What follows belongs to an exercise in optimizing a design on an open flow for small area, a short achievable clock period and few clock cycles; a production flow would make more cautious choices.
At most, simulation tests tie the RTL to the original design; equivalence was not proved.
Only the layout flow was run in runs 6 to 8; the RTL was not checked for function there.
Power figures rest on the tool's default switching activity, not on a simulated workload.

**flow/constraint.sdc**
```tcl
create_clock -name core_clock -period 10.0 [get_ports {clk}]
set_input_delay 2.0000 -clock core_clock [delete_from_list [all_inputs] [get_ports {clk}]]
set_output_delay 2.0000 -clock core_clock [all_outputs]
set_load 0.01 [all_outputs]
```
**flow/flow/run.sh**
```bash
#!/bin/bash
# Standard ORFS layout with stronger port buffers and a tighter repair target.
set -euo pipefail
export BUFFER_PORTS_ARGS="-buffer_cell sky130_fd_sc_hd__buf_2"
export SETUP_SLACK_MARGIN=6.7
bash standard.sh > flow_make.log 2>&1
```
**flow/design.v**
```verilog
module rle_tx_encoder (
    input  wire        clk,
    input  wire        rst,         
    input  wire        start,       
    input  wire        seg_new,     
    input  wire [15:0] width,       
    output wire        ready,
    output reg         rd_en,
    output reg  [15:0] rd_addr,
    input  wire [23:0] rd_data,
    output reg         out_valid,
    output reg  [7:0]  out_data,
    input  wire        out_ready,
    output wire [31:0] chk_value,
    output wire [31:0] byte_count
);
    localparam [16:0] X = 17'd65513;
    localparam        D = 4;             
    reg        rdy;
    reg [15:0] w;
    assign ready = rdy;
    wire accept = rdy && start;
    reg        rtag_s;        
    reg        rtag_last;
    reg        s1v, s1last;             
    reg        f1v;                     
    reg        p2v, p2last;             
    reg        e2;                      
    reg [15:0] sa;            
    reg        sdone;         
    reg [23:0] prev;
    reg [15:0] ea;            
    reg [23:0] pix;
    reg        pv;            
    reg [1:0]  bsel;          
    reg        ekind;
    reg [6:0]  erem;          
    reg [7:0]  fm [0:D-1];
    reg [2:0]  fwp, frp;      
    wire [2:0] fcnt   = fwp - frp;
    wire       fempty = (fwp == frp);
    wire       ffull  = (fwp == {~frp[2], frp[1:0]});
    wire [7:0] fhead  = fm[frp[1:0]];
    reg [1:0]  open;          
    reg [6:0]  pcnt;          
    reg        eprev;         
    reg [1:0]  fin;           
    reg        pdone;         
    reg [31:0] bc;
    reg        av;
    reg        ld;            
    assign byte_count = bc;
    wire ofree = !out_valid || out_ready;
    wire xfer  = out_valid && out_ready;
    reg        do_proc, ej, nej;
    reg        push;
    reg [7:0]  pdesc;
    reg [1:0]  open_n;
    reg [6:0]  pcnt_n;
    always @(*) begin
        do_proc = 1'b0;
        ej      = eprev;
        nej     = 1'b0;
        if (fin == 2'd1) begin
            do_proc = !ffull;
        end else if (p2v && open != 2'd3) begin
            do_proc = 1'b1;
            nej     = e2;
        end
        push   = 1'b0;
        pdesc  = {open[1], pcnt};
        open_n = open;
        pcnt_n = pcnt;
        if (do_proc) begin
            if (open == 2'd2 && pcnt != 7'd127 && ej) begin
                pcnt_n = pcnt + 7'd1;
            end else if (open == 2'd1 && pcnt != 7'd127 && !nej) begin
                pcnt_n = pcnt + 7'd1;
            end else begin
                push   = (open != 2'd0);
                open_n = nej ? 2'd2 : 2'd1;
                pcnt_n = 7'd0;
            end
        end
        if (p2v && open == 2'd3)
            open_n = 2'd0;
        if (fin == 2'd2 && !ffull) begin
            push   = 1'b1;
            open_n = 2'd0;
        end
    end
    wire pop = (bsel == 2'd0) && pv && !fempty && ofree;
    wire busy_fetch = (rd_en && !rtag_s) || f1v;
    wire fetch_req  = !rdy && (ea != w) && !busy_fetch && (!pv || bsel != 2'd0);
    wire [2:0] occ  = fcnt + {2'b0, rd_en && rtag_s} + {2'b0, s1v} + {2'b0, p2v};
    wire scan_req   = !rdy && !sdone && (occ < D);
    wire [15:0] sa_inc = sa + 16'd1;
    always @(posedge clk) begin
        if (rst) begin
            rd_en  <= 1'b0;
            s1v    <= 1'b0;
            f1v    <= 1'b0;
            p2v    <= 1'b0;
            sdone  <= 1'b1;
        end else begin
            s1v     <= rd_en && rtag_s;
            s1last  <= rtag_last;
            f1v     <= rd_en && !rtag_s;
            p2v     <= s1v;
            p2last  <= s1last;
            if (accept) begin
                rd_en  <= 1'b0;
                sa     <= 16'd0;
                sdone  <= 1'b0;
            end else if (fetch_req) begin
                rd_en   <= 1'b1;
            end else if (scan_req) begin
                rd_en      <= 1'b1;
                sa         <= sa_inc;
                sdone      <= (sa_inc == w);
            end else begin
                rd_en <= 1'b0;
            end
        end
    end
    always @(posedge clk) begin
        rd_addr   <= fetch_req ? ea : sa;
        rtag_s    <= !fetch_req;
        rtag_last <= (sa_inc == w);
    end
    always @(posedge clk) begin
        if (s1v)
            prev <= rd_data;
        e2 <= (rd_data == prev);
    end
    always @(posedge clk) begin
        if (rst) begin
            fwp   <= 3'd0;
            frp   <= 3'd0;
            fin   <= 2'd0;
            pdone <= 1'b1;
            open  <= 2'd0;
        end else begin
            if (push) begin
                fm[fwp[1:0]] <= pdesc;
                fwp          <= fwp + 3'd1;
            end
            if (pop)
                frp <= frp + 3'd1;
            open <= open_n;
            pcnt <= pcnt_n;
            if (accept) begin
                pdone <= 1'b0;
                open  <= 2'd3;
            end
            if (p2v) begin
                eprev <= e2;
                if (p2last)
                    fin <= 2'd1;
            end
            if (fin == 2'd1 && !ffull)
                fin <= 2'd2;
            if (fin == 2'd2 && !ffull) begin
                fin   <= 2'd0;
                pdone <= 1'b1;
            end
        end
    end
    wire cap = f1v && (!pv || (bsel == 2'd3 && ofree));
    wire load = ofree && (bsel == 2'd0 ? (pv && !fempty) : (bsel != 2'd1 || pv));
    reg [7:0] byte_n;
    always @(*) begin
        case (bsel)
            2'd0:    byte_n = fhead;
            2'd1:    byte_n = pix[7:0];
            2'd2:    byte_n = pix[15:8];
            default: byte_n = pix[23:16];
        endcase
    end
    wire        ea_skip = (bsel == 2'd0) && pv;
    wire [15:0] ea_add  = ea + (ea_skip ? {9'd0, fhead[6:0]} : 16'd1);
    always @(posedge clk) begin
        if (rst) begin
            pv        <= 1'b0;
            bsel      <= 2'd0;
            out_valid <= 1'b0;
        end else begin
            if (accept)
                ea <= 16'd0;
            else if ((pop && fhead[7]) || cap)
                ea <= ea_add;
            if (cap)
                pix <= rd_data;
            if (load)
                out_data <= byte_n;
            if (ofree) begin
                out_valid <= 1'b0;
                case (bsel)
                    2'd0: if (pv && !fempty) begin
                        out_valid <= 1'b1;
                        ekind     <= fhead[7];
                        erem      <= fhead[6:0];
                        bsel      <= 2'd1;
                    end
                    2'd1: if (pv) begin
                        out_valid <= 1'b1;
                        bsel      <= 2'd2;
                    end
                    2'd2: begin
                        out_valid <= 1'b1;
                        bsel      <= 2'd3;
                    end
                    default: begin
                        out_valid <= 1'b1;
                        if (!ekind && erem != 7'd0) begin
                            erem <= erem - 7'd1;
                            bsel <= 2'd1;
                        end else begin
                            bsel <= 2'd0;
                        end
                    end
                endcase
            end
            if (cap)
                pv <= 1'b1;
            else if (ofree && bsel == 2'd3)
                pv <= 1'b0;
        end
    end
    wire row_end = pdone && fempty && bsel == 2'd0 && !out_valid && !ld;
    wire settled;
    reg  nrm;                                
    always @(posedge clk) begin
        if (rst) begin
            rdy <= 1'b1;
            nrm <= 1'b0;
        end else if (accept) begin
            rdy <= 1'b0;
            w   <= width;
        end else begin
            nrm <= !rdy && row_end && !(nrm && settled);
            if (nrm && settled)
                rdy <= 1'b1;
        end
    end
    reg [7:0]  al, ah, bl, bh;
    reg [1:0]  ka, kb;
    reg [5:0]  fa23, fb23;    
    reg [15:0] ci;
    reg [8:0]  vl;
    reg [7:0]  vh;
    assign chk_value = {ah, al, bh, bl};
    assign settled   = (ka == 2'd0) && (fa23 == 6'd0) && (kb == 2'd0) && (fb23 == 6'd0);
    function [5:0] x23;
        input [1:0] k;
        case (k)
            2'd0:    x23 = 6'd0;
            2'd1:    x23 = 6'd23;
            default: x23 = 6'd46;
        endcase
    endfunction
    wire        a_ge  = (ah == 8'hff) && (al >= 8'he9);
    wire        b_ge  = (bh == 8'hff) && (bl >= 8'he9);
    wire        fix_b = settled && b_ge;   
    wire [9:0]  al_n  = {2'b0, al} + {2'b0, vl[7:0]} + {4'b0, fa23};
    wire [9:0]  ah_n  = {2'b0, ah} + {2'b0, vh} + {8'd0, ka} + {9'd0, vl[8]};
    wire [9:0]  bl_n  = {2'b0, bl} + {2'b0, al} + {4'b0, fa23} + {4'b0, fb23};
    wire [9:0]  bh_n  = {2'b0, bh} + {2'b0, ah} + {8'd0, ka} + {8'd0, kb};
    wire [9:0]  bl_f  = {2'b0, bl} + {4'b0, fb23 | {1'b0, fix_b, 1'b0, fix_b, fix_b, fix_b}};
    wire [9:0]  bh_f  = {2'b0, bh} + {8'd0, kb | {1'b0, fix_b}};
    wire [15:0] i_next = (ci == 16'd65512) ? 16'd0 : ci + 16'd1;
    wire [8:0]  vl_n  = {1'b0, ci[7:0]} + {1'b0, byte_n};
    always @(posedge clk) begin
        if (rst || (accept && seg_new)) begin
            al <= 8'd0;  ah <= 8'd0;  ka <= 2'd0;  fa23 <= 6'd0;
            bl <= 8'd1;  bh <= 8'd0;  kb <= 2'd0;  fb23 <= 6'd0;
            ci <= 16'd1;
            bc <= 32'd0;
            ld <= 1'b0;
            av <= 1'b0;
            vl <= 9'd0;
            vh <= 8'd0;
        end else begin
            ld <= load;
            av <= ld;
            if (load) begin
                vl <= vl_n;
                vh <= ci[15:8];
                ci <= i_next;
            end else begin
                vl <= 9'd0;
                vh <= 8'd0;
            end
            if (ld)
                bc <= bc + 32'd1;
            if (nrm && settled) begin
                if (a_ge) begin ah <= 8'd0; al <= al - 8'he9; end
            end else if (ld || nrm) begin
                {ka, al} <= al_n;
                ah       <= ah_n[7:0];
                fa23     <= x23(ah_n[9:8]);
            end
            if (av) begin
                {kb, bl} <= bl_n;
                bh       <= bh_n[7:0];
                fb23     <= x23(bh_n[9:8]);
            end else if (nrm) begin
                bl   <= bl_f[7:0];
                bh   <= bh_f[7:0];
                kb   <= fix_b ? 2'd0 : bl_f[9:8];
                fb23 <= fix_b ? 6'd0 : x23(bh_f[9:8]);
            end
        end
    end
endmodule
```
**flow/config.mk**
```make
export PLATFORM = sky130hd
export DESIGN_NAME = rle_tx_encoder
export DESIGN_NICKNAME = rle_tx_encoder
export VERILOG_FILES = /design/flow/design.v
export SDC_FILE = /design/flow/constraint.sdc
export NUM_CORES = 4
export LEC_CHECK = 0
export CAP_MARGIN = 20
export CORE_MARGIN = 2
export CORE_UTILIZATION = 65
export CTS_BUF_LIST = sky130_fd_sc_hd__clkbuf_4 sky130_fd_sc_hd__clkbuf_8
export CTS_CLUSTER_SIZE = 30
export SLEW_MARGIN = 20
```
**flow/standard.sh**
```bash
#!/bin/bash
# synth_recipe.tcl (not shown) runs the flow's synth.tcl, then flattens the netlist and writes it again
# the make line also repeats each setting of config.mk as NAME=value (left out here)
make -C /OpenROAD-flow-scripts/flow DESIGN_CONFIG=/design/flow/config.mk WORK_HOME=/design/flow/orfs CLKGATE_MAP_FILE= SYNTH_SCRIPT=/design/flow/synth_recipe.tcl "${@:-finish}"
```
==> results.cfg, run 1 <==
[layout]
fin_cells = 2018
final_nets = 1831
fin_area_um2 = 18400
final_common_cell = nor2_1
drive_gt1_frac = 0.207
ff_latch_area_um2 = 7710
multiInputGateArea_um2 = 8080
final_cell_mix = nor2_1 (177), edfxtp_1 (154), buf_2 (134)
final_core_util = 0.759
syn_to_final_growth_pct = 14.9
fill_cells = 1740

[sta]
fmax_mhz = 307
setup_slack_ps = 6740
final.setup.tns_ps = 0
rsz0062_at_grt = true
finalMaxSlewViolations = 0
slew_headroom = 0.357
setup_viol = 0
clock_skew_ps = 19.8
tightest_slew_ps = 961
hold_viol = 0
period_minus_slack_ps = 3260
fin_crit_sh = 0.326
whs_ps = 431

[cts]
clock_sinks = 306
clock_path_buffers = 3
htree_levels = 2
ctsHoldBuffers = 0
cts_buffers = 50
clock_latency_ps = 580
cts_tree = done
clkSlewWorstSetupHoldPaths_ps = 60
cts_root_buffer = clkbuf_8

[place]
gp_congestion = 0.875
hpwl_um = 24600
post-place-ws_ps = 6020
io_buffer_count = 135
place_area_um2 = 17000
dp.cells = 1908

[detailed_routing]
drtAntennaViolNets = 0
num_vias = 11600
drt-total-wl_um = 35100
route.detailed.drc = 0
drt_iter0_drc = 848
viasPerCell = 5.75
firstDrtPassIters = 5
wl_per_cell_um = 17.4

[power]
power.leakage_nw = 7.52
power.density_nw_per_um2 = 153
power_mw = 2.81
vdd_drop_max_mv = 0.145

[synthesis]
ys_async_sr_fraction = 0
synthesis.area_um2 = 16000
ys_seq_elements = 306
yosys_warnings = 1
syn-instance-count = 1490
synth_cell_types = 74
yosysSeqAreaShare = 0.479
yosys_most_used_dff = edfxtp_1
synth-edff-count = 154
avgSynthCellArea_um2 = 10.8
syn-num-nets = 1670

[setup_path]
r2r-start = fb23[3]
cp-end-kind = output pin
worst-path-buf-inv = 1
critPathMaxFanout = 7
critPathSlowestCell = dfxtp_1
reg2regPathDepth = 13
r2r_setup_slack_ps = 6790
criticalPathCategory = flip-flop to output pin
worst_ep_arrival_time_ps = 1260
critPathTopFamily = flip-flops
crit_required_ps = 8000
r2r-end = bh[6]
path_cells = buf_2
cp-start-kind = flip-flop
slowest_delay_ps = 500

[worst_hold_path]
hold_path_class = flip-flop to flip-flop
hp-start = s1last
hold_path_depth = 0
holdPathEnd = p2last

[floorplan]
num_io_pins = 136
rows = 57
chipWidth_um = 161
start_util = 0.661
core_um2 = 24200
die_y_um = 161
die_area_um2 = 25900

[outcome]
outcome = finished clean

[global_routing]
grt-ovfl-total = 0
grt_start_max_net_pins = 69
met1_usage = 0.360
met2_usage = 0.446
grt_usage = 0.268
antenna_found_initial = 1
met3_usage = 0.0352
busiest_layer = met2
grt_pass1_wl_um = 56000
grt_pass1_vias = 11300

[flow_run]
max_cap_viol_count = 0
==> final cells by class <==
type,count,share of cell area
clock inverter,19,0.00959
antenna,1,0.000136
sequential,306,0.419
tap,324,0.0220
timing repair buffer,158,0.0478
multi-input combinational,1072,0.439
clock buffer,75,0.0493
inverter,63,0.0128
==> logic make-up after synthesis <==
family	synth area share
AND/OR/NAND/NOR	0.150
flip-flops	0.479
buffers and inverters	0.0280
AO/OA/AOI/OAI	0.0900
adder cells (fa/ha/maj)	0.121
XOR/XNOR	0.0973
multiplexers	0.0349
==> state kept, by name (all words and copies together), names as in the netlist, 9 cells and up, named ones only <==
register	count
bc	32
ci	16
ea	16
fm	32
pix	24
prev	24
rd_addr	16
sa	16
vl	9
w	16
==> how the worst max path moves through the flow <==
stage	to	depth (start not counted)	start	slack (ps)
global placement	ka[0]	7	rst	6070
CTS	bh[6]	13	fb23[3]	6630
detailed placement	ka[0]	7	rst	6020
finish	chk_value[10]	1	bh[2]	6740
floorplan	w[0]	3	rst	6690
global route	bh[6]	13	fb23[3]	6610
==> timing repair <==
action,4_1_cts,5_1_grt
setup endpoints to repair,44,28
gates resized for setup,22,43
buffers inserted,5,10
pin swaps,4,15
==> report_power, final <==
group	switching, mW	total, mW	leakage, nW	internal (mW)
sequential	0.0373	1.39	2.66	1.36
clock	0.496	1.16	0.572	0.662
combinational	0.159	0.262	4.29	0.104
==> Yosys cell counts, types with 5 or more instances <==
| cell type | instances | area, um2 |
|---|---|---|
| ha_1 | 102 | 1280 |
| xor2_1 | 97 | 850 |
| mux2i_1 | 12 | 120 |
| nor2b_1 | 21 | 131 |
| buf_2 | 10 | 50.1 |
| o21ai_0 | 39 | 195 |
| or2_2 | 5 | 31.3 |
| nand2_1 | 93 | 349 |
| nand3_1 | 32 | 160 |
| buf_1 | 7 | 26.3 |
| and3_1 | 23 | 144 |
| nor4_1 | 17 | 106 |
| or3_1 | 9 | 56.3 |
| fa_1 | 33 | 661 |
| a22oi_1 | 16 | 120 |
| o21bai_1 | 5 | 37.5 |
| xnor2_1 | 81 | 709 |
| nand4_1 | 33 | 206 |
| o21a_1 | 9 | 67.6 |
| clkbuf_1 | 29 | 109 |
| a21oi_1 | 73 | 365 |
| nor2_1 | 179 | 672 |
| a21o_1 | 19 | 143 |
| mux4_2 | 8 | 180 |
| dfxtp_1 | 152 | 3040 |
| edfxtp_1 | 154 | 4620 |
| nand2b_1 | 10 | 62.6 |
| inv_1 | 63 | 236 |
| nor3_1 | 33 | 165 |
| mux2_2 | 23 | 259 |
| a211oi_1 | 14 | 105 |
| and2_1 | 15 | 93.8 |
| a31oi_1 | 8 | 50.1 |
==> per-layer routing <==
layer  vias up  wire length, um  part of all wire
li1       5632                -                 -
met1      5597            15300              0.44
met2       302            17000              0.48
met3        81             1740             0.050
met4         0             1050             0.030
met5         -                0                 0
Testbench counts, summed over its fixed seeds: cycles 64,689.
==> inputs of run 2 (changes only) <==
--- a/flow/config.mk
+++ b/flow/config.mk
@@ -8,6 +8,6 @@
 export CAP_MARGIN = 20
 export CORE_MARGIN = 2
 export CORE_UTILIZATION = 65
-export CTS_BUF_LIST = sky130_fd_sc_hd__clkbuf_4 sky130_fd_sc_hd__clkbuf_8
-export CTS_CLUSTER_SIZE = 30
+export CTS_BUF_LIST = sky130_fd_sc_hd__clkbuf_8
+export CTS_CLUSTER_SIZE = 24
 export SLEW_MARGIN = 20
==> run 2 against run 1 <==
Compared with the run above: combinational power about the same; synthesized cell count unchanged; sequential cell count unchanged; worst hold slack worse by 13 ps; first-iteration DRC count down 2.6%; final area down 0.41%; final cell count about the same; synthesized area unchanged; fmax down 0.21%; routed wire length down 0.54%; highest routed layer unchanged.
==> results.cfg, run 2 <==
[setup_path]
cp-start-kind = flip-flop
crit_required_ps = 8000
r2r-end = bh[6]
criticalPathCategory = flip-flop to output pin
r2r_setup_slack_ps = 6790
worst_ep_arrival_time_ps = 1270
critPathMaxFanout = 5
r2r-start = fb23[2]
reg2regPathDepth = 13
worst-path-buf-inv = 1
slowest_delay_ps = 500
cp_num_cells = 1
cp-end-kind = output pin
path_cells = buf_2
timing.critical_path.from = bl[5]
critPathSlowestCell = dfxtp_1
crit_path_end = chk_value[5]
critPathTopFamily = flip-flops

[power]
power_mw = 2.70
vdd_drop_max_mv = 0.134
power.density_nw_per_um2 = 148
power.leakage_nw = 7.53

[synthesis]
syn-num-nets = 1670
synth-edff-count = 154
synth-compound-area-share = 0.0900
synthesis.area_um2 = 16000
synth_xor_xnor_area_share = 0.0973
synth-adder-area-share = 0.121
ys_seq_elements = 306
yosysSeqAreaShare = 0.479
yosys_warnings = 1
avgSynthCellArea_um2 = 10.8
synth_top_family_by_area = simple AND/OR/NAND/NOR gates
yosysMostFrequentCell = nor2_1
synthTopCellsByCount = nor2_1 (179), edfxtp_1 (154), dfxtp_1 (152)
synth_cell_types = 74
yosysTopAreaCellShare = 0.289
syn-instance-count = 1490
synthMuxAreaShare = 0.0349
synth_top_area_cell = edfxtp_1
synth_area_leaders = edfxtp_1 (29%), dfxtp_1 (19%), ha_1 (8.0%)
synth-simple-area-share = 0.150
ys_async_sr_fraction = 0
yosys_most_used_dff = edfxtp_1

[cts]
cts_tree = done
clkSlewWorstSetupHoldPaths_ps = 60
cts_root_buffer = clkbuf_8
htree_levels = 2
clock_latency_ps = 580
cts_buffers = 50
clock_sinks = 306
ctsHoldBuffers = 0
clock_path_buffers = 3

[detailed_routing]
route.met2.wl_um = 16800
drt_iter0_drc = 826
drt-met1-wl_um = 15300
drt-total-wl_um = 34900
wl_per_cell_um = 17.3
viasPerCell = 5.76
drtAntennaViolNets = 0
highest_layer = met4
route.detailed.drc = 0
dr_wl_met3_um = 1740
num_vias = 11600
firstDrtPassIters = 5

[sta]
setup_viol = 0
whs_ps = 418
fin_crit_sh = 0.327
tightest_slew_ps = 955
hold_viol = 0
rsz0062_at_grt = true
fmax_mhz = 306
clock_skew_ps = 23.7
period_minus_slack_ps = 3270
finalMaxSlewViolations = 0
final.setup.tns_ps = 0
slew_headroom = 0.361

[floorplan]
die_y_um = 161
die_area_um2 = 25900
chipWidth_um = 161
start_util = 0.661
core_um2 = 24200
num_io_pins = 136
rows = 57

[global_routing]
grt_start_max_net_pins = 69
grt-ovfl-total = 0
antenna_found_initial = 1
grt_pass1_wl_um = 56000
grt_usage = 0.267
grt_pass1_vias = 11300

[place]
hpwl_um = 24600
place_area_um2 = 17000
gp_congestion = 0.875
io_buffer_count = 135

[layout]
final_common_cell = nor2_1
drive_gt1_frac = 0.198
syn_to_final_growth_pct = 14.4
final_nets = 1834
fin_area_um2 = 18300
final_cell_mix = nor2_1 (177), edfxtp_1 (154), buf_2 (134)
fill_cells = 1749

[flow_run]
max_cap_viol_count = 0

[worst_hold_path]
hold_path_class = flip-flop to flip-flop

[outcome]
outcome = finished clean
## run 2: cell count changes in the layout (fill, tap and decap cells not counted), moves of 2 or more
cell	change
clkbuf_4	-20
inv_1	+19
buf_4	+3
dfxtp_1	-2
dfxtp_2	+2
## run 2: what timing repair did
item	CTS	global route
resized for setup	22	47
pin swaps	4	13
hold endpoints to repair	0	0
setup buffers	5	13
setup endpoints to repair	44	30
## run 2: power by group
group,leakage [nW],internal (mW),switching [mW]
Combinational,4.31,0.104,0.159
Clock,0.565,0.553,0.494
Sequential,2.66,1.36,0.0372
## run 2: layout make-up
| cell class | count | area [um2] | share of cell area |
|---|---|---|---|
| repair buffers | 161 | 902 | 0.0492 |
| inverters | 63 | 236 | 0.0129 |
| well taps | 324 | 405 | 0.0221 |
| flip-flops and latches | 306 | 7710 | 0.421 |
| clock buffers | 54 | 743 | 0.0406 |
| multi-input cells | 1072 | 8100 | 0.442 |
| diodes | 1 | 2.50 | 0.000137 |
| clock inverters | 39 | 226 | 0.0124 |
## run 2: metrics by stage
stage,worst slack (ps),util,std cells
after floorplan,6690,-,1490
after global placement,6070,0.701,1908
after detailed placement,6020,0.701,1908
after CTS,6630,0.745,2006
after global routing,6630,0.756,2020
final,6730,0.756,2020
## run 2: worst min path at each step
stage	from	endpoint	slack [ps]	cells past startpoint
global route	s1last	p2last	460	0
finish	s1last	p2last	420	0
floorplan	rtag_last	s1last	390	0
global placement	rtag_last	s1last	410	0
detailed placement	s1last	p2last	410	0
CTS	s1last	p2last	430	0
## run 2: kinds of logic (layout without fill, tap and decap cells)
| group | Yosys count | count (layout) |
|---|---|---|
| flip-flops | 306 | 306 |
| other | 0 | 1 |
| AND/OR/NAND/NOR | 494 | 494 |
| buffers and inverters | 112 | 317 |
| XOR/XNOR | 178 | 178 |
| adder cells (fa/ha/maj) | 135 | 135 |
| multiplexers | 43 | 43 |
| AO/OA/AOI/OAI | 222 | 222 |
## run 2: metal layers
| layer | up-vias | GRT usage |
|---|---|---|
| met5 | - | 0 |
| met4 | 0 | 0.105 |
| met3 | 92 | 0.0344 |
| met2 | 317 | 0.444 |
| met1 | 5579 | 0.360 |
| li1 | 5639 | - |
## run 2: worst register-to-register path: cells and delay by family (launching register included)
kind | cells | cell delay [ps]
adders and majority gates | 2 | 540
buffers and inverters | 1 | 60
DFF | 1 | 360
AOI/OAI and AO/OA | 3 | 450
and+or+nand+nor | 7 | 1760
==> inputs of run 3 (changes only) <==
--- a/flow/config.mk
+++ b/flow/config.mk
@@ -8,6 +8,6 @@
 export CAP_MARGIN = 20
 export CORE_MARGIN = 2
 export CORE_UTILIZATION = 65
-export CTS_BUF_LIST = sky130_fd_sc_hd__clkbuf_8
-export CTS_CLUSTER_SIZE = 24
+export CTS_BUF_LIST = sky130_fd_sc_hd__clkbuf_16
+export CTS_CLUSTER_SIZE = 30
 export SLEW_MARGIN = 20
==> run 3 against run 2 <==
Compared with the run above: critical endpoint unchanged; clock skew down 5.4 ps; critical path type unchanged; fmax up 0.33%; utilization down 0.21 points; largest power group unchanged; worst hold slack better by 22 ps; largest cell class unchanged; final cell count down 1.7%.
==> results.cfg, run 3 <==
[outcome]
outcome = finished clean

[synthesis]
yosysSeqAreaShare = 0.479
yosys_warnings = 1
syn-num-nets = 1670
synth_area_leaders = edfxtp_1 (29%), dfxtp_1 (19%), ha_1 (8.0%)
ys_seq_elements = 306
synth-edff-count = 154
yosys_most_used_dff = edfxtp_1
synth_top_area_cell = edfxtp_1
synthesis.area_um2 = 16000
ys_async_sr_fraction = 0
synthTopCellsByCount = nor2_1 (179), edfxtp_1 (154), dfxtp_1 (152)
syn-instance-count = 1490
synth_cell_types = 74
avgSynthCellArea_um2 = 10.8
yosysMostFrequentCell = nor2_1
yosysTopAreaCellShare = 0.289

[setup_path]
path_cells = buf_2
cp-end-kind = output pin
critPathSlowestCell = dfxtp_1
worst_ep_arrival_time_ps = 1260
slowest_delay_ps = 510
timing.critical_path.from = bl[5]
crit_required_ps = 8000
critPathTopFamily = flip-flops
critPathMaxFanout = 5
cp-start-kind = flip-flop
worst-path-buf-inv = 1
criticalPathCategory = flip-flop to output pin

[floorplan]
core_um2 = 24200
start_util = 0.661
die_area_um2 = 25900
rows = 57
num_io_pins = 136
die_y_um = 161
chipWidth_um = 161

[layout]
syn_to_final_growth_pct = 14.1
final_common_cell = nor2_1
final_nets = 1815
fill_cells = 1728
drive_gt1_frac = 0.186
final_cell_mix = nor2_1 (177), edfxtp_1 (154), buf_2 (134)

[place]
gp_congestion = 0.875
io_buffer_count = 135
hpwl_um = 24600

[cts]
cts_root_buffer = clkbuf_16
clkSlewWorstSetupHoldPaths_ps = 60
clock_latency_ps = 560
ctsHoldBuffers = 0
clock_sinks = 306
htree_levels = 1
clock_path_buffers = 3
cts_buffers = 31
cts_tree = done

[sta]
hold_viol = 0
rsz0062_at_grt = true
final.setup.tns_ps = 0
tightest_slew_ps = 958
setup_viol = 0
clock_skew_ps = 18.3
period_minus_slack_ps = 3260
fin_crit_sh = 0.326
slew_headroom = 0.359
fmax_mhz = 307
finalMaxSlewViolations = 0

[power]
power.density_nw_per_um2 = 150
p_comb_frac = 0.096
power.leakage_nw = 7.44
power_mw = 2.74
seqPwrFrac = 0.508
p_int_mw = 2.07
p_switching_mw = 0.669
vdd_drop_max_mv = 0.153
switching_share = 0.244
clkPwrFrac = 0.395

[detailed_routing]
wl_per_cell_um = 17.6
route.detailed.drc = 0
drt-total-wl_um = 34900
num_vias = 11500
firstDrtPassIters = 7
drtAntennaViolNets = 0
drt_iter0_drc = 713
viasPerCell = 5.80

[flow_run]
max_cap_viol_count = 0

[global_routing]
antenna_found_initial = 1
grt_usage = 0.265
grt-ovfl-total = 0
grt_start_max_net_pins = 69
grt_pass1_wl_um = 55900
grt_pass1_vias = 11200

[worst_hold_path]
hp-start = rtag_last
hold_path_class = flip-flop to flip-flop
## run 3: changes by cell type in the layout (fill, tap and decap cells not counted), sizes merged
cell / change
clkbuf: -23
inv: -15
clkinv: +3
## run 3: power groups by stage
stage	sequential, mW	combinational (mW)	clock, mW
5_1_grt	1.40	0.291	1.15
4_1_cts	1.39	0.260	1.10
3_5_place_dp	1.42	0.253	0
3_3_place_gp	1.42	0.248	0
6_report	1.39	0.264	1.08
2_1_floorplan	1.41	0.175	0
## run 3: per-stage QoR
stage	area (um2)	hold slack, ps	setup WS [ps]	cells	utilization
floorplan	16100	386	6690	1490	-
global placement	17000	409	6070	1908	0.701
detailed placement	17000	408	6020	1908	0.701
CTS	18000	442	6630	1972	0.744
global route	18300	465	6660	1985	0.754
finish	18300	440	6740	1985	0.754
## run 3: path summary, 6_finish.rpt
check / endpoint / slack [ps] / cells past startpoint
worst min register to register: s1last / 440 / 0
worst max register to register: vl[6] / 6810 / 13
worst min-delay path: s1last / 440 / 0
worst max-delay path: chk_value[5] / 6740 / 1
## run 3: final cells by class
| type | count | area [um2] | share of cell area |
|---|---|---|---|
| multi-input cells | 1072 | 8090 | 0.443 |
| diodes | 1 | 2.50 | 0.000137 |
| flip-flops and latches | 306 | 7710 | 0.422 |
| well taps | 324 | 405 | 0.0222 |
| repair buffers | 161 | 890 | 0.0487 |
| clock inverters | 27 | 169 | 0.00924 |
| inverters | 63 | 236 | 0.0129 |
| clock buffers | 31 | 776 | 0.0424 |
## run 3: cells by family (layout without fill, tap and decap cells)
| logic type | after synthesis | in the layout | synth area share |
|---|---|---|---|
| adder cells (fa/ha/maj) | 135 | 135 | 0.121 |
| flip-flops | 306 | 306 | 0.479 |
| XOR/XNOR | 178 | 178 | 0.0973 |
| buffers and inverters | 112 | 282 | 0.0280 |
| multiplexers | 43 | 43 | 0.0349 |
| other | 0 | 1 | 0 |
| AO/OA/AOI/OAI | 222 | 222 | 0.0900 |
| AND/OR/NAND/NOR | 494 | 494 | 0.150 |
## run 3: what timing repair did
action / 4_1_cts / 5_1_grt
endpoints found under the setup margin: 41 / 29
gates resized for setup: 15 / 50
setup buffers: 6 / 12
pin swaps: 2 / 12
## run 3: routing by layer
metal	track usage	wire length, um
met5	0	0
met4	0.0893	1210
met3	0.0265	1530
met2	0.447	16800
met1	0.363	15300
==> inputs of run 4 (changes only) <==
==> flow/flow/run.sh (replaced) <==
#!/bin/bash
# Standard ORFS layout with stronger port buffers and a tighter repair target.
set -euo pipefail
export BUFFER_PORTS_ARGS="-buffer_cell sky130_fd_sc_hd__buf_2"
export SETUP_SLACK_MARGIN=6.8
bash standard.sh > flow_make.log 2>&1
--- a/flow/config.mk
+++ b/flow/config.mk
@@ -9,5 +9,5 @@
 export CORE_MARGIN = 2
 export CORE_UTILIZATION = 65
 export CTS_BUF_LIST = sky130_fd_sc_hd__clkbuf_16
-export CTS_CLUSTER_SIZE = 30
+export CTS_CLUSTER_SIZE = 40
 export SLEW_MARGIN = 20
==> run 4 against run 3 <==
Compared with the run above: critical path depth is 1 higher; die area is the same; sequential cell count stayed put; combinational power about the same; routed wire length grew 1.5%; register-to-register slack improved by 30 ps; final area increased by 0.86%; sequential power hardly changed; utilization rose by 0.65 points; critical path type unchanged; largest power group unchanged; global-route usage increased by 0.23 points; clock power about the same; highest routed layer unchanged.
==> results.cfg, run 4 <==
[cts]
htree_levels = 1
clkSlewWorstSetupHoldPaths_ps = 60
cts_root_buffer = clkbuf_16
cts_buffers = 31
clock_sinks = 306
clock_path_buffers = 3
clock_latency_ps = 570
cts_tree = done

[layout]
syn_to_final_growth_pct = 15.0
fill_cells = 1735
drive_gt1_frac = 0.212
final_common_cell = nor2_1
final_nets = 1822
multiInputGateArea_um2 = 8130
final_cell_mix = nor2_1 (176), edfxtp_1 (154), buf_2 (134)
fin_area_um2 = 18400
ff_latch_area_um2 = 7760
num_antenna_cells = 0

[synthesis]
syn-instance-count = 1490
yosys_warnings = 1
synthesis.area_um2 = 16000
avgSynthCellArea_um2 = 10.8
ys_seq_elements = 306
yosysSeqAreaShare = 0.479
synthTopCellsByCount = nor2_1 (179), edfxtp_1 (154), dfxtp_1 (152)
ys_async_sr_fraction = 0
yosysTopAreaCellShare = 0.289
synth_top_area_cell = edfxtp_1
yosys_most_used_dff = edfxtp_1
synth_cell_types = 74
syn-num-nets = 1670
synth_area_leaders = edfxtp_1 (29%), dfxtp_1 (19%), ha_1 (8.0%)
yosysMostFrequentCell = nor2_1
synth-edff-count = 154

[global_routing]
grt_pass1_vias = 11000
grt_pass1_wl_um = 56300
grt-ovfl-total = 0
grt_usage = 0.267
antenna_found_initial = 0
grt_start_max_net_pins = 69

[floorplan]
chipWidth_um = 161
die_area_um2 = 25900
rows = 57
num_io_pins = 136
die_y_um = 161
core_um2 = 24200
start_util = 0.661

[detailed_routing]
num_vias = 11600
firstDrtPassIters = 5
wl_per_cell_um = 17.8
drt-total-wl_um = 35400
drtAntennaViolNets = 0
viasPerCell = 5.81
route.detailed.drc = 0
drt_iter0_drc = 852

[sta]
finalMaxSlewViolations = 0
slew_headroom = 0.284
fmax_mhz = 313
hold_viol = 0
tightest_slew_ps = 1070
final.setup.tns_ps = 0
period_minus_slack_ps = 3190
fin_crit_sh = 0.319
setup_viol = 0
clock_skew_ps = 14.0
rsz0062_at_grt = true

[power]
power_mw = 2.74
power.leakage_nw = 7.52
power.density_nw_per_um2 = 149
vdd_drop_max_mv = 0.163

[worst_hold_path]
hp-start = rtag_last
hold_path_class = flip-flop to flip-flop
hold_path_depth = 0

[place]
hpwl_um = 24800
io_buffer_count = 135
gp_congestion = 0.869
place_area_um2 = 17000

[flow_run]
max_cap_viol_count = 0

[outcome]
outcome = finished clean

[setup_path]
worst_ep_arrival_time_ps = 1190
critPathMaxFanout = 4
crit_required_ps = 8000
reg2regPathDepth = 17
cp-start-kind = flip-flop
r2r-start = fa23[3]
criticalPathCategory = flip-flop to output pin
cp-end-kind = output pin
timing.critical_path.from = ah[1]
==> run 4: cell counts after synthesis <==
No cell type changed its count.
==> run 4: metal layers <==
metal	up-vias	GRT usage	part of all wire	routed length, um
li1	5594	-	-	-
met1	5593	0.374	0.44	15700
met2	324	0.452	0.49	17300
met3	60	0.0298	0.046	1640
met4	0	0.0645	0.022	776
met5	-	0	0	0
==> run 4: worst paths after layout <==
kind / to / slack (ps)
worst max-delay path: chk_value[25] / 6810
worst min-delay path: s1last / 430
worst max register to register: bh[2] / 6840
worst min register to register: s1last / 430
==> run 4: what timing repair did <==
action	CTS	global route
cloned	0	0
endpoints found under the setup margin	128	53
pin swaps	7	20
hold buffers	0	0
setup buffers	13	13
gates resized for setup	56	55
==> run 4: power by group <==
group	total, mW	switching (mW)	internal [mW]
Combinational	0.264	0.159	0.105
Clock	1.09	0.475	0.611
Sequential	1.39	0.0380	1.35
==> run 4: cells by family after synthesis <==
logic type | Yosys count | share of synthesized area
AOI/OAI and AO/OA | 222 | 0.0900
xor gates and xnor gates | 178 | 0.0973
adders and majority gates | 135 | 0.121
buffers and inverters | 112 | 0.0280
DFF | 306 | 0.479
muxes | 43 | 0.0349
and+or+nand+nor | 494 | 0.150
==> run 4: layout make-up <==
class                   count  area share
flip-flops and latches    306       0.421
repair buffers            168      0.0517
inverters                  63      0.0128
multi-input cells        1072       0.441
clock buffers              31      0.0421
well taps                 324      0.0220
clock inverters            27     0.00943
==> run 4: per-stage QoR <==
stage / hold WS [ps] / worst slack (ps) / cells / util
after floorplan: 386 / 6800 / 1490 / -
after global placement: 396 / 6060 / 1907 / 0.701
after global routing: 436 / 6730 / 1991 / 0.760
after CTS: 416 / 6770 / 1978 / 0.749
final: 427 / 6810 / 1991 / 0.760
after detailed placement: 399 / 5990 / 1907 / 0.701
==> run 4: critical path: stages, from the launching register on <==
cell     delay [ps]
dfxtp_4         360
buf_4           140
buf_2           140
==> inputs of run 5 (changes only) <==
--- a/flow/config.mk
+++ b/flow/config.mk
@@ -9,5 +9,5 @@
 export CORE_MARGIN = 2
 export CORE_UTILIZATION = 65
 export CTS_BUF_LIST = sky130_fd_sc_hd__clkbuf_16
-export CTS_CLUSTER_SIZE = 40
+export CTS_CLUSTER_SIZE = 30
 export SLEW_MARGIN = 20
==> run 5 against run 4 <==
Compared with the run above: highest routed layer unchanged; worst hold slack stayed put; synthesized cell count stayed put; register-to-register slack hardly changed; worst setup slack stayed put; global-route usage stayed put; clock power hardly changed; final area stayed put; clock-buffer cell count stayed put; die area stayed put; first-iteration DRC count stayed put; routed wire length stayed put; largest power group unchanged.
==> results.cfg, run 5 <==
[synthesis]
avgSynthCellArea_um2 = 10.8
synthesis.area_um2 = 16000
yosysTopAreaCellShare = 0.289
synth_top_area_cell = edfxtp_1
synth-edff-count = 154
synth_area_leaders = edfxtp_1 (29%), dfxtp_1 (19%), ha_1 (8.0%)
synthTopCellsByCount = nor2_1 (179), edfxtp_1 (154), dfxtp_1 (152)
syn-instance-count = 1490
ys_seq_elements = 306
synth_cell_types = 74
syn-num-nets = 1670
yosysMostFrequentCell = nor2_1
ys_async_sr_fraction = 0
yosys_warnings = 1
yosys_most_used_dff = edfxtp_1
yosysSeqAreaShare = 0.479

[layout]
fin_cells = 1991
final_cell_mix = nor2_1 (176), edfxtp_1 (154), buf_2 (134)
syn_to_final_growth_pct = 15.0
drive_gt1_frac = 0.212
num_antenna_cells = 0
final_common_cell = nor2_1
final_nets = 1822
fin_area_um2 = 18400

[setup_path]
criticalPathCategory = flip-flop to output pin
worst_ep_arrival_time_ps = 1190
critPathMaxFanout = 4
crit_required_ps = 8000
cp-end-kind = output pin
cp-start-kind = flip-flop

[global_routing]
antenna_found_initial = 0
grt-ovfl-total = 0
grt_start_max_net_pins = 69
grt_usage = 0.267
grt_pass1_wl_um = 56300
grt_pass1_vias = 11000

[floorplan]
rows = 57
die_area_um2 = 25900
chipWidth_um = 161
start_util = 0.661
num_io_pins = 136
die_y_um = 161
core_um2 = 24200

[detailed_routing]
route.detailed.drc = 0
drt-total-wl_um = 35400
viasPerCell = 5.81
firstDrtPassIters = 5
num_vias = 11600
drtAntennaViolNets = 0
drt_iter0_drc = 852
wl_per_cell_um = 17.8

[cts]
htree_levels = 1
clkSlewWorstSetupHoldPaths_ps = 60
clock_sinks = 306
clock_latency_ps = 570
cts_root_buffer = clkbuf_16
clock_path_buffers = 3
cts_tree = done
cts_buffers = 31
ctsHoldBuffers = 0

[outcome]
outcome = finished clean

[power]
power.leakage_nw = 7.52
clkPwrFrac = 0.396
p_switching_mw = 0.671
vdd_drop_max_mv = 0.163
switching_share = 0.245
power.density_nw_per_um2 = 149
power_mw = 2.74
seqPwrFrac = 0.508
p_comb_frac = 0.096
p_int_mw = 2.07

[sta]
final.setup.tns_ps = 0
hold_viol = 0
clock_skew_ps = 14.0
period_minus_slack_ps = 3190
slew_headroom = 0.284
fmax_mhz = 313
setup_viol = 0
fin_crit_sh = 0.319
finalMaxSlewViolations = 0
tightest_slew_ps = 1070
rsz0062_at_grt = true

[place]
gp_congestion = 0.869
dp.cells = 1907
io_buffer_count = 135
hpwl_um = 24800
place_area_um2 = 17000

[worst_hold_path]
hold_path_class = flip-flop to flip-flop

[flow_run]
max_cap_viol_count = 0
## run 5: cell counts after synthesis
Identical to the previous run, type by type.
## run 5: logic make-up after synthesis
logic type | synth area share
buf+inv | 0.0280
simple gates | 0.150
fa+ha+maj | 0.121
mux | 0.0349
flops | 0.479
xor+xnor | 0.0973
compound gates | 0.0900
## run 5: what timing repair did
item | in CTS | in global routing
endpoints found under the setup margin | 128 | 53
pin swaps | 7 | 20
gates resized for setup | 56 | 55
hold endpoints to repair | 0 | 0
buffers inserted | 13 | 13
## run 5: through the flow
step / worst slack (ps) / hold slack (ps) / util
finish: 6810 / 427 / 0.760
global placement: 6060 / 396 / 0.701
detailed placement: 5990 / 399 / 0.701
global route: 6730 / 436 / 0.760
floorplan: 6800 / 386 / -
CTS: 6770 / 416 / 0.749
## run 5: cell type report
class / count / area (um2)
Clock buffer: 31 / 776
Timing Repair Buffer: 168 / 953
Tap cell: 324 / 405
Inverter: 63 / 236
Clock inverter: 27 / 174
Multi-Input combinational cell: 1072 / 8130
Sequential cell: 306 / 7760
Fill cell: 1735 / 5810
## run 5: path summary, 6_finish.rpt
kind	from	end	slack, ps	cells past startpoint
worst max-delay path	ah[1]	chk_value[25]	6810	2
worst min-delay path	rtag_last	s1last	430	0
worst min register to register	rtag_last	s1last	430	0
worst max register to register	fa23[3]	bh[2]	6840	17
## run 5: layer usage
layer | GRT usage | vias to the layer above | part of all wire
met1 | 0.374 | 5593 | 0.44
met3 | 0.0298 | 60 | 0.046
met4 | 0.0645 | 0 | 0.022
li1 | - | 5594 | -
met5 | 0 | - | 0
met2 | 0.452 | 324 | 0.49
## run 5: worst max-delay path, cell delays in order, from the launching register on
cell and delay [ps]:
dfxtp_4 360, buf_4 140, buf_2 140
## run 5: power by group through the flow
stage               registers (mW)  clock network, mW  logic (mW)
floorplan                     1.41                  0       0.175
global placement              1.42                  0       0.245
detailed placement            1.42                  0       0.250
CTS                           1.39               1.10       0.259
global route                  1.40               1.14       0.290
finish                        1.39               1.09       0.264
==> inputs of run 6 (changes only) <==
--- a/flow/design.v
+++ b/flow/design.v
@@ -92,7 +92,7 @@
     wire pop = (bsel == 2'd0) && pv && !fempty && ofree;
     wire busy_fetch = (rd_en && !rtag_s) || f1v;
     wire fetch_req  = !rdy && (ea != w) && !busy_fetch && (!pv || bsel != 2'd0);
-    wire [2:0] occ  = fcnt + {2'b0, rd_en && rtag_s} + {2'b0, s1v} + {2'b0, p2v};
+    wire [2:0] occ  = fcnt + {2'b0, rd_en && rtag_s} + {2'b0, s1v} + {2'b0, push};
     wire scan_req   = !rdy && !sdone && (occ < D);
     wire [15:0] sa_inc = sa + 16'd1;
     always @(posedge clk) begin
==> run 6 against run 5 <==
Compared with the run above: first-iteration DRC count grew 23%; fmax down 4.4%; critical path depth up 11; global-route usage rose by 1.5 points; non-clock buffer count up 15; clock skew is 2.8 ps higher; largest power group unchanged; highest routed layer unchanged.
==> results.cfg, run 6 <==
[worst_hold_path]
hold_path_class = flip-flop to flip-flop

[synthesis]
yosysSeqAreaShare = 0.479
yosys_most_used_dff = edfxtp_1
ys_async_sr_fraction = 0
synth_cell_types = 75
ys_seq_elements = 306
synth_top_area_cell = edfxtp_1
synthesis.area_um2 = 16000
synth-edff-count = 154
synthTopCellsByCount = nor2_1 (171), edfxtp_1 (154), dfxtp_1 (152)
yosysMostFrequentCell = nor2_1
synth_area_leaders = edfxtp_1 (29%), dfxtp_1 (19%), ha_1 (8.0%)
avgSynthCellArea_um2 = 10.7
syn-num-nets = 1675
yosysTopAreaCellShare = 0.289
yosys_warnings = 1
syn-instance-count = 1495

[floorplan]
die_area_um2 = 25900
start_util = 0.659
num_io_pins = 136
chipWidth_um = 161
rows = 57
die_y_um = 161
core_um2 = 24200

[setup_path]
cp-start-kind = flip-flop
slowest_delay_ps = 390
critPathMaxFanout = 8
criticalPathCategory = flip-flop to flip-flop
crit_required_ps = 10220
cp-end-kind = flip-flop
worst-path-buf-inv = 2
critPathSlowestCell = dfxtp_1
worst_ep_arrival_time_ps = 3560
critPathTopFamily = adder cells
path_cells = ha_4 -> a31oi_2 -> nand2_2 -> o31ai_4 -> fa_2 -> ha_4 -> a31oi_4 -> xnor2_1 -> or3_1 -> or2_4 -> a21oi_4 -> buf_6 -> buf_12
crit_path_frequent_cell = ha_4

[detailed_routing]
drt-total-wl_um = 37500
wl_per_cell_um = 18.6
drt_iter0_drc = 1050
viasPerCell = 5.90
num_vias = 11900
route.detailed.drc = 0
firstDrtPassIters = 5
drtAntennaViolNets = 0

[cts]
clkSlewWorstSetupHoldPaths_ps = 60
clock_path_buffers = 3
clock_sinks = 306
cts_root_buffer = clkbuf_16
cts_tree = done
clock_latency_ps = 510
cts_buffers = 34
htree_levels = 2

[global_routing]
grt_usage = 0.282
grt-ovfl-total = 0
grt_start_max_net_pins = 65
grt_pass1_vias = 11500
grt_pass1_wl_um = 58900
antenna_found_initial = 0

[layout]
final_nets = 1845
drive_gt1_frac = 0.228
num_antenna_cells = 0
syn_to_final_growth_pct = 18.9
final_common_cell = nor2_1
final_cell_mix = nor2_1 (167), edfxtp_1 (154), buf_2 (134)
fill_cells = 1590

[sta]
setup_viol = 0
hold_viol = 0
clock_skew_ps = 16.7
finalMaxSlewViolations = 0
final.setup.tns_ps = 0
fin_crit_sh = 0.334
period_minus_slack_ps = 3340
rsz0062_at_grt = true
tightest_slew_ps = 966
setup_slack_ps = 6660
slew_headroom = 0.356
fmax_mhz = 300

[power]
p_comb_frac = 0.099
clkPwrFrac = 0.433
switching_share = 0.237
vdd_drop_max_mv = 0.184
power.density_nw_per_um2 = 156
power.leakage_nw = 7.79
seqPwrFrac = 0.468
power_mw = 2.97
p_int_mw = 2.27
p_switching_mw = 0.706

[place]
post-place-ws_ps = 5940
gp_congestion = 0.846
hpwl_um = 24600
io_buffer_count = 135

[flow_run]
max_cap_viol_count = 0

[outcome]
outcome = finished clean
[run 6: cell count changes after synthesis, sizes merged, moves of 9 or more]
cell   previous run  this run
nand4            35        26
nand2            93       104
and3             23        37
nand3            32        42
nor3             34        23
nor2            180       171
o21ai            41        52
[run 6: metal layers]
layer | global-route usage | vias to the layer above | part of all wire | routed length [um]
met2 | 0.479 | 408 | 0.50 | 18700
met5 | 0 | - | 0 | 0
met1 | 0.378 | 5743 | 0.42 | 15700
met4 | 0.0856 | 0 | 0.025 | 929
met3 | 0.0429 | 74 | 0.059 | 2210
li1 | - | 5653 | - | -
[run 6: timing repair]
item	CTS	global route
cloned	1	1
setup buffers	21	18
endpoints found under the setup margin	104	84
hold buffers	0	0
gates resized for setup	66	61
pin swaps	18	51
[run 6: path summary, 6_finish.rpt]
path / from / endpoint / slack, ps / depth (start not counted)
min: s1last / p2last / 420 / 0
max: fwp[1] / sa[10] / 6660 / 13
min reg2reg: s1last / p2last / 420 / 0
max reg2reg: fwp[1] / sa[10] / 6660 / 13
[run 6: cell type report]
| class | count | area (um2) | share of cell area |
|---|---|---|---|
| clock inverter | 26 | 270 | 0.0142 |
| timing repair buffer | 183 | 1110 | 0.0582 |
| tap | 324 | 405 | 0.0213 |
| clock buffer | 35 | 876 | 0.0461 |
| inverter | 55 | 206 | 0.0109 |
| multi-input combinational | 1085 | 8400 | 0.442 |
| sequential | 306 | 7740 | 0.407 |
[run 6: cells by family after synthesis]
kind of cell,after synthesis,share of synthesized area
AOI/OAI and AO/OA,234,0.0943
xor gates and xnor gates,173,0.0947
adders and majority gates,135,0.121
buffers and inverters,105,0.0267
DFF,306,0.479
muxes,38,0.0316
and+or+nand+nor,504,0.152
[run 6: stage by stage]
stage | hold slack [ps] | cell area (um2) | util | instances
2_1_floorplan | 386 | 16100 | - | 1495
3_3_place_gp | 402 | 17100 | 0.704 | 1912
3_5_place_dp | 420 | 17100 | 0.704 | 1912
4_1_cts | 406 | 18700 | 0.769 | 1995
5_1_grt | 424 | 19000 | 0.784 | 2014
6_report | 419 | 19000 | 0.784 | 2014
[run 6: power groups by stage]
stage	clock network [mW]	logic [mW]	registers, mW
after floorplan	0	0.180	1.41
after global placement	0	0.252	1.42
after detailed placement	0	0.257	1.42
after CTS	1.30	0.282	1.39
after global routing	1.35	0.324	1.40
final	1.29	0.295	1.39
==> inputs of run 7 (changes only) <==
--- a/flow/design.v
+++ b/flow/design.v
@@ -92,8 +92,10 @@
     wire pop = (bsel == 2'd0) && pv && !fempty && ofree;
     wire busy_fetch = (rd_en && !rtag_s) || f1v;
     wire fetch_req  = !rdy && (ea != w) && !busy_fetch && (!pv || bsel != 2'd0);
-    wire [2:0] occ  = fcnt + {2'b0, rd_en && rtag_s} + {2'b0, s1v} + {2'b0, push};
-    wire scan_req   = !rdy && !sdone && (occ < D);
+    wire [2:0] occ  = fcnt + {2'b0, rd_en && rtag_s} + {2'b0, s1v};
+    wire room0      = (occ < D);
+    wire room1      = (occ < D - 1);
+    wire scan_req   = !rdy && !sdone && (push ? room1 : room0);
     wire [15:0] sa_inc = sa + 16'd1;
     always @(posedge clk) begin
         if (rst) begin
==> run 7 against run 6 <==
Compared with the run above: register-to-register slack improved by 70 ps; global-route usage is 0.26 points higher; final area decreased by 0.72%; largest power group unchanged; still clean.
==> results.cfg, run 7 <==
[layout]
final_common_cell = nor2_1
final_core_util = 0.778
drive_gt1_frac = 0.228
final_cell_mix = nor2_1 (165), edfxtp_1 (154), buf_2 (134)
fill_cells = 1622
fin_area_um2 = 18900
syn_to_final_growth_pct = 17.7
num_antenna_cells = 0
final_nets = 1849

[detailed_routing]
wl_per_cell_um = 18.5
drt-total-wl_um = 37400
viasPerCell = 5.93
num_vias = 12000
route.detailed.drc = 0
drtAntennaViolNets = 0
firstDrtPassIters = 6
drt_iter0_drc = 902

[synthesis]
synthesis.area_um2 = 16000
synth_cell_types = 80
synth_top_area_cell = edfxtp_1
yosys_warnings = 1
avgSynthCellArea_um2 = 10.7
yosysTopAreaCellShare = 0.288
synth_area_leaders = edfxtp_1 (29%), dfxtp_1 (19%), ha_1 (7.8%)
ys_async_sr_fraction = 0
synthTopCellsByCount = nor2_1 (169), edfxtp_1 (154), dfxtp_1 (152)
yosysMostFrequentCell = nor2_1
syn-num-nets = 1681
yosysSeqAreaShare = 0.478
ys_seq_elements = 306
syn-instance-count = 1502
synth-edff-count = 154
yosys_most_used_dff = edfxtp_1

[cts]
clock_sinks = 306
clock_path_buffers = 3
cts_root_buffer = clkbuf_16
cts_tree = done
htree_levels = 2
clkSlewWorstSetupHoldPaths_ps = 60
cts_buffers = 35
clock_latency_ps = 520

[setup_path]
crit_required_ps = 10440
criticalPathCategory = flip-flop to flip-flop
cp-start-kind = flip-flop
reg2regPathDepth = 13
critPathMaxFanout = 4
worst_ep_arrival_time_ps = 3700
cp-end-kind = flip-flop

[worst_hold_path]
hold_path_class = flip-flop to flip-flop
hold_path_depth = 0

[floorplan]
start_util = 0.662
chipWidth_um = 161
die_area_um2 = 26000
num_io_pins = 136
die_y_um = 161
rows = 57
core_um2 = 24200

[global_routing]
antenna_found_initial = 0
grt_pass1_wl_um = 59500
grt_pass1_vias = 11800
grt_usage = 0.285
grt_start_max_net_pins = 72
grt-ovfl-total = 0

[sta]
finalMaxSlewViolations = 0
slew_headroom = 0.354
hold_viol = 0
period_minus_slack_ps = 3260
whs_ps = 432
clock_skew_ps = 14.0
rsz0062_at_grt = true
tightest_slew_ps = 969
fin_crit_sh = 0.326
final.setup.tns_ps = 0
fmax_mhz = 306
setup_viol = 0

[place]
place_area_um2 = 17000
hpwl_um = 25200
io_buffer_count = 135
gp_congestion = 0.902

[power]
power.density_nw_per_um2 = 153
vdd_drop_max_mv = 0.156
power.leakage_nw = 7.58

[flow_run]
max_cap_viol_count = 0

[outcome]
outcome = finished clean
run 7: changes by cell type after synthesis, moves of 5 or more:
cell,delta
and3_1,-8
nand2_1,-8
o21ai_0,-9
a211oi_1,+7
a21oi_1,+6
xor2_1,-11
nor3_1,+5
o21a_1,-5
a2111oi_0,+5
clkbuf_1,-5
nor2b_1,+8
inv_1,+10
run 7: path summary, 6_finish.rpt:
| path | slack (ps) | end | from |
|---|---|---|---|
| setup / recovery | 6740 | fb23[4] | ka[1] |
| setup reg to reg | 6740 | fb23[4] | ka[1] |
| hold reg to reg | 430 | s1last | rtag_last |
| hold / removal | 430 | s1last | rtag_last |
run 7: where the power goes:
group | switching [mW] | internal [mW]
combinational | 0.174 | 0.119
sequential | 0.0428 | 1.36
clock | 0.507 | 0.695
run 7: routing by layer:
layer  global-route usage  vias up  share of wire
li1                     -     5696              -
met1                0.381     5829           0.43
met2                0.479      367           0.49
met3               0.0398       88          0.053
met4                0.103        0          0.032
met5                    0        -              0
run 7: cell type report:
type	count	area, um2	share of cell area
Clock buffer	37	926	0.0491
Timing Repair Buffer	179	1060	0.0560
Sequential cell	306	7730	0.409
Tap cell	324	405	0.0215
Inverter	67	258	0.0137
Multi-Input combinational cell	1081	8350	0.442
Clock inverter	25	151	0.00802
run 7: what timing repair did:
action | in CTS | in global routing
hold endpoints to repair | 0 | 0
pin swaps | 19 | 54
hold buffers | 0 | 0
gates resized for setup | 76 | 66
setup endpoints to repair | 160 | 102
gates cloned | 1 | 0
buffers inserted | 16 | 21
run 7: worst max-delay path, stage by stage, from the launching register on:
cell and delay (ps):
dfxtp_4 340, buf_6 120, nor4_4 320, nand3_1 120, or4_4 590, nor2_4 160
or2_4 160, ha_4 130, inv_2 40, fa_2 390, nor2b_4 160, a41oi_1 160
a221o_1 330, a31oi_2 180
run 7: stage by stage:
| stage | total power, mW | setup slack [ps] | std cells |
|---|---|---|---|
| 2_1_floorplan | 1.60 | 6790 | 1502 |
| 3_3_place_gp | 1.68 | 5830 | 1919 |
| 6_report | 2.90 | 6740 | 2019 |
| 3_5_place_dp | 1.69 | 5790 | 1919 |
| 4_1_cts | 2.90 | 6780 | 1998 |
| 5_1_grt | 3.00 | 6590 | 2019 |
run 7: kinds of logic after synthesis:
group / count (synthesis) / synth area share
compound gates: 239 / 0.0971
xor+xnor: 166 / 0.0906
fa+ha+maj: 134 / 0.120
buf+inv: 116 / 0.0285
flops: 306 / 0.478
mux: 42 / 0.0342
simple gates: 499 / 0.151
==> inputs of run 8 (changes only) <==
--- a/flow/design.v
+++ b/flow/design.v
@@ -24,8 +24,7 @@
     reg        rtag_last;
     reg        s1v, s1last;             
     reg        f1v;                     
-    reg        p2v, p2last;             
-    reg        e2;                      
+    wire       e2;                      
     reg [15:0] sa;            
     reg        sdone;         
     reg [23:0] prev;
@@ -63,7 +62,7 @@
         nej     = 1'b0;
         if (fin == 2'd1) begin
             do_proc = !ffull;
-        end else if (p2v && open != 2'd3) begin
+        end else if (s1v && open != 2'd3) begin
             do_proc = 1'b1;
             nej     = e2;
         end
@@ -82,7 +81,7 @@
                 pcnt_n = 7'd0;
             end
         end
-        if (p2v && open == 2'd3)
+        if (s1v && open == 2'd3)
             open_n = 2'd0;
         if (fin == 2'd2 && !ffull) begin
             push   = 1'b1;
@@ -93,23 +92,18 @@
     wire busy_fetch = (rd_en && !rtag_s) || f1v;
     wire fetch_req  = !rdy && (ea != w) && !busy_fetch && (!pv || bsel != 2'd0);
     wire [2:0] occ  = fcnt + {2'b0, rd_en && rtag_s} + {2'b0, s1v};
-    wire room0      = (occ < D);
-    wire room1      = (occ < D - 1);
-    wire scan_req   = !rdy && !sdone && (push ? room1 : room0);
+    wire scan_req   = !rdy && !sdone && (occ < D);
     wire [15:0] sa_inc = sa + 16'd1;
     always @(posedge clk) begin
         if (rst) begin
             rd_en  <= 1'b0;
             s1v    <= 1'b0;
             f1v    <= 1'b0;
-            p2v    <= 1'b0;
             sdone  <= 1'b1;
         end else begin
             s1v     <= rd_en && rtag_s;
             s1last  <= rtag_last;
             f1v     <= rd_en && !rtag_s;
-            p2v     <= s1v;
-            p2last  <= s1last;
             if (accept) begin
                 rd_en  <= 1'b0;
                 sa     <= 16'd0;
@@ -130,10 +124,10 @@
         rtag_s    <= !fetch_req;
         rtag_last <= (sa_inc == w);
     end
+    assign e2 = (rd_data == prev);
     always @(posedge clk) begin
         if (s1v)
             prev <= rd_data;
-        e2 <= (rd_data == prev);
     end
     always @(posedge clk) begin
         if (rst) begin
@@ -143,10 +137,10 @@
             pdone <= 1'b1;
             open  <= 2'd0;
         end else begin
-            if (push) begin
+            if (!ffull)
                 fm[fwp[1:0]] <= pdesc;
-                fwp          <= fwp + 3'd1;
-            end
+            if (push)
+                fwp <= fwp + 3'd1;
             if (pop)
                 frp <= frp + 3'd1;
             open <= open_n;
@@ -155,9 +149,9 @@
                 pdone <= 1'b0;
                 open  <= 2'd3;
             end
-            if (p2v) begin
+            if (s1v) begin
                 eprev <= e2;
-                if (p2last)
+                if (s1last)
                     fin <= 2'd1;
             end
             if (fin == 2'd1 && !ffull)
==> run 8 against run 7 <==
Compared with the run above: routed wire length is 2.1% lower; clock power is 5% lower; sequential power hardly changed; highest routed layer unchanged.
==> results.cfg, run 8 <==
[outcome]
outcome = finished clean

[power]
p_switching_mw = 0.690
power.leakage_nw = 7.76
vdd_drop_max_mv = 0.194
p_int_mw = 2.13
power.density_nw_per_um2 = 150
switching_share = 0.245
p_comb_frac = 0.104
seqPwrFrac = 0.492
power_mw = 2.82
clkPwrFrac = 0.405

[cts]
clock_latency_ps = 500
clkSlewWorstSetupHoldPaths_ps = 60
ctsHoldBuffers = 0
clock_sinks = 303
cts_tree = done
htree_levels = 2
cts_root_buffer = clkbuf_16
cts_buffers = 34
clock_path_buffers = 3

[worst_hold_path]
holdPathEnd = s1last
hold_path_depth = 0
hp-start = rtag_last
hold_path_class = flip-flop to flip-flop

[global_routing]
grt_usage = 0.278
grt_pass1_vias = 11700
grt_pass1_wl_um = 58200
grt_start_max_net_pins = 65
grt-ovfl-total = 0
antenna_found_initial = 0

[detailed_routing]
num_vias = 11900
wl_per_cell_um = 18.2
drtAntennaViolNets = 0
firstDrtPassIters = 5
drt_iter0_drc = 949
drt-total-wl_um = 36600
viasPerCell = 5.91
route.detailed.drc = 0

[sta]
fmax_mhz = 295
slew_headroom = 0.413
rsz0062_at_grt = true
finalMaxSlewViolations = 0
final.setup.tns_ps = 0
clock_skew_ps = 21.5
setup_viol = 0
tightest_slew_ps = 873
hold_viol = 0
period_minus_slack_ps = 3400
fin_crit_sh = 0.340
setup_slack_ps = 6600

[layout]
final_common_cell = nor2_1
num_antenna_cells = 0
drive_gt1_frac = 0.225
syn_to_final_growth_pct = 17.0
final_nets = 1846
final_cell_mix = nor2_1 (165), edfxtp_1 (153), buf_2 (133)
fin_cells = 2011

[setup_path]
crit_path_frequent_cell = o21a_1
cp-start-kind = input port
critPathMaxFanout = 4
slowest_delay_ps = 370
r2r-end = bl[6]
timing.critical_path.from = rd_data[10]
r2r-start = kb[0]
path_cells = buf_2 -> xor2_1 -> nor4_1 -> nand4_1 -> nor3b_4 -> buf_6 -> o21bai_4 -> o21a_1 -> o21a_1
r2r_setup_slack_ps = 6790
worst-path-buf-inv = 2
criticalPathCategory = input port to flip-flop
critPathSlowestCell = nor4_1
cp-end-kind = flip-flop
critPathTopFamily = simple AND/OR/NAND/NOR gates
worst_ep_arrival_time_ps = 3800
reg2regPathDepth = 14
crit_required_ps = 10400

[synthesis]
synth_area_leaders = edfxtp_1 (29%), dfxtp_1 (19%), ha_1 (8.0%)
syn-instance-count = 1501
synth-edff-count = 153
yosys_most_used_dff = edfxtp_1
yosysSeqAreaShare = 0.474
synth_cell_types = 78
yosys_warnings = 1
yosysMostFrequentCell = nor2_1
synthesis.area_um2 = 16000
syn-num-nets = 1680
synthTopCellsByCount = nor2_1 (175), edfxtp_1 (153), dfxtp_1 (150)
synth_top_area_cell = edfxtp_1
ys_seq_elements = 303
yosysTopAreaCellShare = 0.286
avgSynthCellArea_um2 = 10.7
ys_async_sr_fraction = 0

[place]
gp_congestion = 0.887
hpwl_um = 25600
dp.cells = 1919
io_buffer_count = 135
post-place-ws_ps = 5910

[floorplan]
die_y_um = 161
die_area_um2 = 26000
core_um2 = 24200
num_io_pins = 136
rows = 57
start_util = 0.662
chipWidth_um = 161

[flow_run]
max_cap_viol_count = 0
-- run 8: cell types whose count changed in the layout (fill, tap and decap cells not counted), moves of 7 or more --
cell	delta
dfxtp_2	-13
nor2b_1	-7
nand4_1	-8
and3_1	+8
xnor2_1	-11
o21ai_0	+14
nor2_2	+7
xor2_1	+12
dfxtp_1	+7
-- run 8: what timing repair did --
item                       4_1_cts  5_1_grt
setup endpoints to repair      113       96
gates resized for setup         59       68
cloned                           0        0
pin swaps                       29       38
setup buffers                   18       18
-- run 8: power groups by stage --
stage / sequential, mW / clock, mW / combinational (mW)
2_1_floorplan: 1.40 / 0 / 0.177
3_3_place_gp: 1.41 / 0 / 0.248
3_5_place_dp: 1.41 / 0 / 0.254
4_1_cts: 1.38 / 1.16 / 0.274
5_1_grt: 1.39 / 1.20 / 0.320
6_report: 1.38 / 1.14 / 0.292
-- run 8: stage by stage --
step / instance area, um2 / util / hold slack [ps]
3_5_place_dp: 17000 / 0.703 / 410
6_report: 18800 / 0.774 / 410
4_1_cts: 18400 / 0.758 / 415
3_3_place_gp: 17000 / 0.703 / 398
2_1_floorplan: 16100 / - / 386
5_1_grt: 18800 / 0.774 / 418
-- run 8: how the worst max path moves through the flow --
| stage | to | slack [ps] | depth (start not counted) |
|---|---|---|---|
| 6_report | fwp[2] | 6600 | 9 |
| 3_3_place_gp | ka[0] | 5960 | 7 |
| 4_1_cts | fwp[2] | 6650 | 9 |
| 2_1_floorplan | pcnt[3] | 6460 | 8 |
| 5_1_grt | bh[6] | 6590 | 14 |
| 3_5_place_dp | ka[0] | 5910 | 7 |
-- run 8: layer usage --
metal / GRT usage / vias to the layer above / routed length (um)
met5: 0 / - / 0
met3: 0.0378 / 80 / 1890
li1: - / 5683 / -
met1: 0.362 / 5756 / 15400
met2: 0.481 / 359 / 18300
met4: 0.0929 / 0 / 993
-- run 8: cells by family after synthesis --
group | after synthesis | share of synthesized area
AOI/OAI and AO/OA | 243 | 0.0979
xor gates and xnor gates | 170 | 0.0941
adders and majority gates | 134 | 0.119
buffers and inverters | 112 | 0.0278
DFF | 303 | 0.474
muxes | 40 | 0.0328
and+or+nand+nor | 499 | 0.154
-- run 8: final cells by class --
cell class	instances	area, um2
Multi-Input combinational cell	1086	8400
Clock buffer	35	876
Inverter	64	243
Sequential cell	303	7660
Tap cell	324	405
Fill cell	1625	5480
Timing Repair Buffer	178	1050
Clock inverter	21	128

==> static timing again, ports no longer ideal <==
No port has a modelled driver above. Below, the same layouts with a new extraction and two added sets of constraints. Step 1 (the two cells are an assumption about what drives the block):
set clk [get_ports {clk}]
set_driving_cell -lib_cell sky130_fd_sc_hd__clkbuf_16 $clk
set_driving_cell -lib_cell sky130_fd_sc_hd__buf_2 [delete_from_list [all_inputs] $clk]
Step 2 moves the port delays by t, midway between the first and last clock arrival at a register: inputs arrive t later, outputs are due t later. That takes back most of the time a late clock gives input paths. Slacks: ideal ports / drivers / drivers and shift; pairs: ideal ports / drivers.
run | shift t [ns] | setup slack, ns | hold slack, ns | worst setup path after step 2 | worst data-port slew with drivers (ns)
run 1 | 0.619 | 6.737 / 6.691 / 6.326 | 0.431 / 0.431 / 0.431 | input to register | 0.07
run 2 | 0.616 | 6.731 / 6.685 / 6.333 | 0.418 / 0.418 / 0.418 | input to register | 0.07
run 3 | 0.601 | 6.741 / 6.692 / 6.307 | 0.440 / 0.440 / 0.440 | input to register | 0.07
run 4 | 0.607 | 6.808 / 6.759 / 6.335 | 0.427 / 0.427 / 0.427 | input to register | 0.07
run 5 | 0.607 | 6.808 / 6.759 / 6.335 | 0.427 / 0.427 / 0.427 | input to register | 0.07
run 6 | 0.550 | 6.662 / 6.662 / 6.300 | 0.419 / 0.419 / 0.419 | input to register | 0.05
run 7 | 0.566 | 6.735 / 6.735 / 6.362 | 0.432 / 0.432 / 0.432 | input to register | 0.07
run 8 | 0.544 | 6.605 / 6.627 / 6.083 | 0.410 / 0.410 / 0.410 | input to register | 0.05
After both steps setup and hold are still met in every run listed. The setup slack of run 8, which loses most, moves by +0.022 ns with the drivers and by -0.522 ns with both steps.
